Background: an optimization exercise with open tools, aiming at small area. Do not read the settings as production practice.
At most, simulation tests tie the RTL to the original design; equivalence was not proved.
No driver is modelled on the clock port, so clocking that relies on it looks cheaper here than on a real chip.
No activity file was given, so power comes from the tool's default toggle rates.

== the reference run ==
==> flow/design.v <==
module psre (
    input  wire        clk,
    input  wire        rst,             
    input  wire        bind_ok,         
    input  wire        irq_supported,   
    input  wire        polled_fallback, 
    input  wire        ack_latch,       
    input  wire        cmd_valid,
    output wire        cmd_ready,
    input  wire [23:0] cmd,
    output reg         rsp_valid,
    output wire [23:0] rsp,
    output wire [18:0] line_oe,
    output wire [18:0] line_out,
    input  wire [18:0] line_in,
    input  wire        ack_edge,
    output reg         irq_out,
    output wire        irq_src_en,
    output wire        init_done,
    output wire        init_ok,
    output wire        polled,
    output wire [7:0]  fail_reason,
    output wire [15:0] misuse_count
);
    localparam [3:0] OP_WDATA   = 4'h1,
                     OP_RDATA   = 4'h2,
                     OP_RCTRL   = 4'h3,
                     OP_WCTRL   = 4'h4,
                     OP_FROB    = 4'h5,
                     OP_RSTAT   = 4'h6,
                     OP_IRQEN   = 4'h7,
                     OP_IRQDIS  = 4'h8,
                     OP_DFWD    = 4'h9,
                     OP_DREV    = 4'hA,
                     OP_SAVE    = 4'hB,
                     OP_RESTORE = 4'hC,
                     OP_INITDEF = 4'hD;
    reg        done;
    reg  [1:0] ph;
    reg  [3:0] lc;          
    reg        bd;          
    reg  [7:0] ld;          
    reg        pre;         
    reg        gate;        
    reg        pend;        
    reg [15:0] mc;          
    reg  [1:0] rs;          
    reg        ra;          
    reg  [7:0] rb;          
    wire ready = done & (ph == 2'b00);
    assign init_done    = done;
    assign init_ok      = ready;
    assign polled       = ready & ~irq_supported;
    assign fail_reason  = {3'b000, done & (ph != 2'b00), 2'b00,
                           done & ph[1] & bind_ok, done & ph[0]};
    assign irq_src_en   = gate & irq_supported;
    assign misuse_count = mc;
    wire drive_bd = ready | (~done & (ph != 2'b00));
    wire doe      = ready & ~bd & ~pre;
    assign line_oe  = {6'b000000, {8{doe}}, drive_bd, {4{ready}}};
    assign line_out = {6'b000000, ld, bd & ~pre, lc};
    wire [7:0] ctrl_view = {2'b00, bd, gate, ~lc[3], lc[2], ~lc[1], ~lc[0]};
    wire [7:0] data_view = bd ? line_in[12:5] : ld;
    wire [7:0] stat_view = {~line_in[17], line_in[16:13], 3'b000};
    assign rsp = {6'b000000, rs[1] & ~ra, rs[0],
                  2'b00, ra & rs[1] & bd, ra & rs[1] & gate,
                  ra & (~rs[1] | ~lc[3]), ra & (~rs[1] | lc[2]),
                  ra & rs[1] & ~lc[1], ra & rs[1] & ~lc[0],
                  rb};
    wire [3:0] op = cmd[23:20];
    wire [7:0] ca = cmd[15:8];
    wire [7:0] cb = cmd[7:0];
    wire is_wdata = op == OP_WDATA;
    wire is_rdata = op == OP_RDATA;
    wire is_rctrl = op == OP_RCTRL;
    wire is_wctrl = op == OP_WCTRL;
    wire is_frob  = op == OP_FROB;
    wire is_rstat = op == OP_RSTAT;
    wire is_irqen = op == OP_IRQEN;
    wire is_irqdis= op == OP_IRQDIS;
    wire is_dfwd  = op == OP_DFWD;
    wire is_drev  = op == OP_DREV;
    wire is_save  = op == OP_SAVE;
    wire is_rest  = op == OP_RESTORE;
    wire is_idef  = op == OP_INITDEF;
    wire uses_a = is_frob | is_rest;
    wire uses_b = is_wdata | is_wctrl | is_frob | is_rest;
    wire illegal = (op == 4'h0) || (op == 4'hE) || (op == 4'hF) ||
                   (cmd[19:16] != 4'h0) ||
                   (!uses_a && (ca != 8'h00)) ||
                   (!uses_b && (cb != 8'h00));
    wire go = ready & ~illegal;            
    wire       wc = is_wctrl | is_frob | is_rest;
    wire [7:0] wn = is_frob ? ((ctrl_view & ~ca) ^ cb) : is_rest ? ca : cb;
    wire       new_bd = wc ? wn[5] : is_dfwd ? 1'b0 : is_drev ? 1'b1 : bd;
    wire hold = cmd_valid & go & (new_bd != bd) & ~pre;
    assign cmd_ready = ~hold;
    wire acc  = cmd_valid & ~hold;
    wire run  = acc & go;
    wire misuse = (is_wdata & bd) | ((is_rdata | is_save) & ~bd) | (is_rest & ca[5]);
    wire wdat   = (is_wdata & ~bd) | (is_rest & ~ca[5]);
    wire new_gate = wc ? wn[4] : is_irqen ? 1'b1 : is_irqdis ? 1'b0 : gate;
    wire deliver  = run & new_gate & ~gate & pend;
    wire [16:0] mcc;
    wire [15:0] mcs;
    assign mcc[0] = run & misuse & ~(&mc);
    genvar gi;
    generate for (gi = 0; gi < 16; gi = gi + 1) begin : g_mc
        assign mcs[gi]     = mc[gi] ^ mcc[gi];
        assign mcc[gi + 1] = mc[gi] & mcc[gi];
    end endgenerate
    always @(posedge clk) begin
        if (rst) begin
            done <= 1'b0;
            ph   <= 2'b00;
        end else if (!done) begin
            case (ph)
                2'b00: if (bind_ok) ph <= 2'b01;
                       else begin done <= 1'b1; ph <= 2'b10; end
                2'b01: ph <= {1'b1, line_in[18]};
                2'b10: begin done <= 1'b1; ph <= 2'b01; end
                2'b11: begin
                    done <= 1'b1;
                    if (line_in[18])
                        ph <= 2'b01;
                    else if (irq_supported | polled_fallback)
                        ph <= 2'b00;
                    else
                        ph <= 2'b10;
                end
            endcase
        end
        rsp_valid <= ~rst & acc;
        mc        <= ready ? mcs : 16'h0000;
        pre       <= hold;
        irq_out   <= ready & ((ack_edge & gate & irq_supported) | deliver);
        rs <= ~done ? 2'b00 : illegal ? 2'b10 : ~ready ? 2'b11 :
              is_save ? {1'b1, ~bd} : {1'b0, misuse};
        ra <= go & (is_save | is_idef);
        rb <= ~go ? 8'h00 :
              (is_rdata | is_save) ? data_view :
              (is_rctrl | is_frob) ? ctrl_view :
              is_rstat ? stat_view : 8'h00;
        if (!ready) begin
            bd   <= ~done & (ph == 2'b00) & bind_ok;
            lc   <= 4'b0111;                   
            ld   <= 8'h00;
            gate <= 1'b0;
            pend <= 1'b0;
        end else begin
            if (run) begin
                if (wc)
                    lc <= {~wn[3], wn[2], ~wn[1], ~wn[0]};
                bd   <= new_bd;
                gate <= new_gate;
                if (wdat)
                    ld <= cb;
                if (deliver)
                    pend <= 1'b0;
            end
            if (ack_edge & irq_supported & ~gate & ack_latch)
                pend <= 1'b1;
        end
    end
endmodule
==> flow/config.mk <==
export PLATFORM = sky130hd
export DESIGN_NAME = psre
export DESIGN_NICKNAME = psre
export VERILOG_FILES = /design/flow/design.v
export SDC_FILE = /design/flow/constraint.sdc
export NUM_CORES = 4
export LEC_CHECK = 0
export CAP_MARGIN = 20
export CORE_MARGIN = 2
export CORE_UTILIZATION = 40
export SLEW_MARGIN = 20
==> flow/constraint.sdc <==
create_clock -name core_clock -period 10.0 [get_ports {clk}]
set_input_delay 2.0000 -clock core_clock [delete_from_list [all_inputs] [get_ports {clk}]]
set_output_delay 2.0000 -clock core_clock [all_outputs]
set_load 0.01 [all_outputs]
standard.sh (not shown) runs the stock make flow with config.mk's settings and CLKGATE_MAP_FILE= SYNTH_SCRIPT=/design/flow/synth_recipe.tcl, a recipe that flattens the netlist after the stock synthesis.
==> flow/flow/run.sh <==
#!/bin/bash
# The standard layout with these changes:
#  - synthesis maps the logic with an area-oriented ABC script (flow/abc_area.script)
#    in place of ORFS's, and leaves the adders to ABC (no extract_fa / adder cells);
#    everything else in synthesis is the standard one
#  - the port buffers are the smallest buffer
#  - the clock tree is built without dummy loads, and its root buffer, which only
#    drives the leaf buffers, is a small one (flow/cts_post.tcl)
#  - one tie cell drives all the constant outputs (no repair_tie_fanout)
set -euo pipefail
W=$PWD
rm -rf "$W/scripts_area"
cp -r "$FLOW_HOME/scripts" "$W/scripts_area"
cp "$W/flow/abc_area.script" "$W/scripts_area/abc_area.script"
export BUFFER_PORTS_ARGS="-buffer_cell sky130_fd_sc_hd__buf_1"
export CTS_ARGS="-sink_clustering_enable -repair_clock_nets -sink_clustering_size 64 -sink_clustering_max_diameter 500 -buf_list sky130_fd_sc_hd__clkbuf_8 -dont_use_dummy_load"
export POST_CTS_TCL="$W/flow/cts_post.tcl"
bash standard.sh SCRIPTS_DIR="$W/scripts_area" ABC_AREA=1 ADDER_MAP_FILE= synth > synth.log 2>&1
bash standard.sh SKIP_REPAIR_TIE_FANOUT=1 > standard.log 2>&1
==> flow/flow/abc_area.script <==
strash
&get -n
&deepsyn -T 30
&put
dch -f
amap
topo
==> flow/flow/cts_post.tcl <==
# Sourced at the end of ORFS's CTS step (POST_CTS_TCL). The clock tree's root
# buffer only drives the few leaf buffers, so it gets the small clock buffer.
proc psre_small_clock_root { master_name } {
  set block [ord::get_db_block]
  set its [[$block findNet clk] getITerms]
  if { [llength $its] != 1 } { puts "psre_small_clock_root: the clock port drives [llength $its] pins; left as it is"; return }
  set root [[lindex $its 0] getInst]
  if { ![string match "sky130_fd_sc_hd__clkbuf_*" [[$root getMaster] getName]] } { puts "psre_small_clock_root: the clock port does not drive a clock buffer; left as it is"; return }
  set fanout 0
  foreach it [[[$root findITerm X] getNet] getITerms] {
    if { [$it isInputSignal] } { incr fanout }
  }
  if { $fanout > 4 } { puts "psre_small_clock_root: the root drives $fanout pins; left as it is"; return }
  puts "psre_small_clock_root: [$root getName] [[$root getMaster] getName] -> $master_name (fanout $fanout)"
  replace_cell [get_cells [$root getName]] $master_name
  detailed_placement
  check_placement -verbose
  estimate_parasitics -placement
}
psre_small_clock_root sky130_fd_sc_hd__clkbuf_2
## Diff of input files: the trial run against the reference run
--- a/flow/design.v
+++ b/flow/design.v
@@ -15,5 +15,5 @@
     input  wire [18:0] line_in,
     input  wire        ack_edge,
-    output reg         irq_out,
+    output wire        irq_out,
     output wire        irq_src_en,
     output wire        init_done,
@@ -38,8 +38,8 @@
     reg        done;
     reg  [1:0] ph;
-    reg  [3:0] lc;          
+    reg  [3:0] cl;          
     reg        bd;          
     reg  [7:0] ld;          
-    reg        pre;         
+    wire       pre;         
     reg        gate;        
     reg        pend;        
@@ -48,23 +48,25 @@
     reg        ra;          
     reg  [7:0] rb;          
-    wire ready = done & (ph == 2'b00);
+    wire ready = done & ~ph[1];
+    assign pre = done & ph[0];
     assign init_done    = done;
     assign init_ok      = ready;
     assign polled       = ready & ~irq_supported;
-    assign fail_reason  = {3'b000, done & (ph != 2'b00), 2'b00,
-                           done & ph[1] & bind_ok, done & ph[0]};
+    assign fail_reason  = {3'b000, done & ph[1], 2'b00,
+                           done & ph[1] & ~ph[0] & bind_ok, done & ph[1] & ph[0]};
     assign irq_src_en   = gate & irq_supported;
+    assign irq_out      = ready & pend & gate & irq_supported;
     assign misuse_count = mc;
     wire drive_bd = ready | (~done & (ph != 2'b00));
     wire doe      = ready & ~bd & ~pre;
     assign line_oe  = {6'b000000, {8{doe}}, drive_bd, {4{ready}}};
-    assign line_out = {6'b000000, ld, bd & ~pre, lc};
-    wire [7:0] ctrl_view = {2'b00, bd, gate, ~lc[3], lc[2], ~lc[1], ~lc[0]};
+    assign line_out = {6'b000000, ld, bd & ~pre, cl ^ 4'b1011};
+    wire [7:0] ctrl_view = {2'b00, bd, gate, cl};
     wire [7:0] data_view = bd ? line_in[12:5] : ld;
     wire [7:0] stat_view = {~line_in[17], line_in[16:13], 3'b000};
     assign rsp = {6'b000000, rs[1] & ~ra, rs[0],
                   2'b00, ra & rs[1] & bd, ra & rs[1] & gate,
-                  ra & (~rs[1] | ~lc[3]), ra & (~rs[1] | lc[2]),
-                  ra & rs[1] & ~lc[1], ra & rs[1] & ~lc[0],
+                  ra & (~rs[1] | cl[3]), ra & (~rs[1] | cl[2]),
+                  ra & rs[1] & cl[1], ra & rs[1] & cl[0],
                   rb};
     wire [3:0] op = cmd[23:20];
@@ -101,5 +103,4 @@
     wire wdat   = (is_wdata & ~bd) | (is_rest & ~ca[5]);
     wire new_gate = wc ? wn[4] : is_irqen ? 1'b1 : is_irqdis ? 1'b0 : gate;
-    wire deliver  = run & new_gate & ~gate & pend;
     wire [16:0] mcc;
     wire [15:0] mcs;
@@ -119,9 +120,9 @@
                        else begin done <= 1'b1; ph <= 2'b10; end
                 2'b01: ph <= {1'b1, line_in[18]};
-                2'b10: begin done <= 1'b1; ph <= 2'b01; end
+                2'b10: begin done <= 1'b1; ph <= 2'b11; end
                 2'b11: begin
                     done <= 1'b1;
                     if (line_in[18])
-                        ph <= 2'b01;
+                        ph <= 2'b11;
                     else if (irq_supported | polled_fallback)
                         ph <= 2'b00;
@@ -130,9 +131,8 @@
                 end
             endcase
-        end
+        end else if (!ph[1])
+            ph[0] <= hold;              
         rsp_valid <= ~rst & acc;
         mc        <= ready ? mcs : 16'h0000;
-        pre       <= hold;
-        irq_out   <= ready & ((ack_edge & gate & irq_supported) | deliver);
         rs <= ~done ? 2'b00 : illegal ? 2'b10 : ~ready ? 2'b11 :
               is_save ? {1'b1, ~bd} : {1'b0, misuse};
@@ -144,5 +144,5 @@
         if (!ready) begin
             bd   <= ~done & (ph == 2'b00) & bind_ok;
-            lc   <= 4'b0111;                   
+            cl   <= 4'b1100;                   
             ld   <= 8'h00;
             gate <= 1'b0;
@@ -151,13 +151,13 @@
             if (run) begin
                 if (wc)
-                    lc <= {~wn[3], wn[2], ~wn[1], ~wn[0]};
+                    cl <= wn[3:0];
                 bd   <= new_bd;
                 gate <= new_gate;
                 if (wdat)
                     ld <= cb;
-                if (deliver)
-                    pend <= 1'b0;
             end
-            if (ack_edge & irq_supported & ~gate & ack_latch)
+            if (irq_out)
+                pend <= 1'b0;
+            if (ack_edge & irq_supported & (gate | ack_latch))
                 pend <= 1'b1;
         end
Notes after the runs:
Ratio of final minimum period to clock period ends up higher on the reference run.
The wire length on met1 of the trial run is lower than that of the reference run.
Die area shrinks slightly when moving from the reference run to the trial run.
In the reports for the reference run and the trial run, the larger number of sequential cells belongs to the reference run.
When the trial run is measured against the reference run, its number of fill cells in the layout turns out 22 higher.
The trial run: synthesis-to-layout area growth 0.64 points below the reference run
NOTE power the reference run->the trial run increased slightly
The trial run vs the reference run — combinational cell fraction of total power rose 3.8 points.
Lower sequential share of cell area goes to the trial run over the reference run.
Between the reference run and the trial run, the flow reports cell area after synthesis decreasing slightly.
| synthesized cell count | lower: the reference run |
No functional check of the RTL was part of the trial run.

## static timing again, ports no longer ideal
In the flow no input, the clock included, has a driving cell. The finished layouts below were timed again as built, in two steps.
Step 1 (the two cells are an assumption about what drives the block):
set clk [get_ports {clk}]
set_driving_cell -lib_cell sky130_fd_sc_hd__clkbuf_16 $clk
set_driving_cell -lib_cell sky130_fd_sc_hd__buf_2 [delete_from_list [all_inputs] $clk]
Step 2 moves the port delays by t, midway between the first and last clock arrival at a register: inputs arrive t later, outputs are due t later. That takes back most of the time a late clock gives input paths.
Three values: ideal, step 1, step 2; two values: the first two.
run | shift t [ns] | setup slack, ns | worst hold slack (ns) | latest minus earliest clock arrival (ns) | slew at the worst register clock pin (ns)
the reference run | 0.399 | 3.446 / 3.425 / 3.425 | 0.487 / 0.487 / 0.487 | 0.022 / 0.022 | 0.10 / 0.10
the trial run | 0.389 | 3.567 / 3.535 / 3.535 | 0.482 / 0.482 / 0.482 | 0.020 / 0.020 | 0.09 / 0.09
After both steps every run listed still meets setup and hold. For the trial run, which loses most, drivers alone change the setup slack by -0.032 ns; drivers and shift together by -0.032 ns.
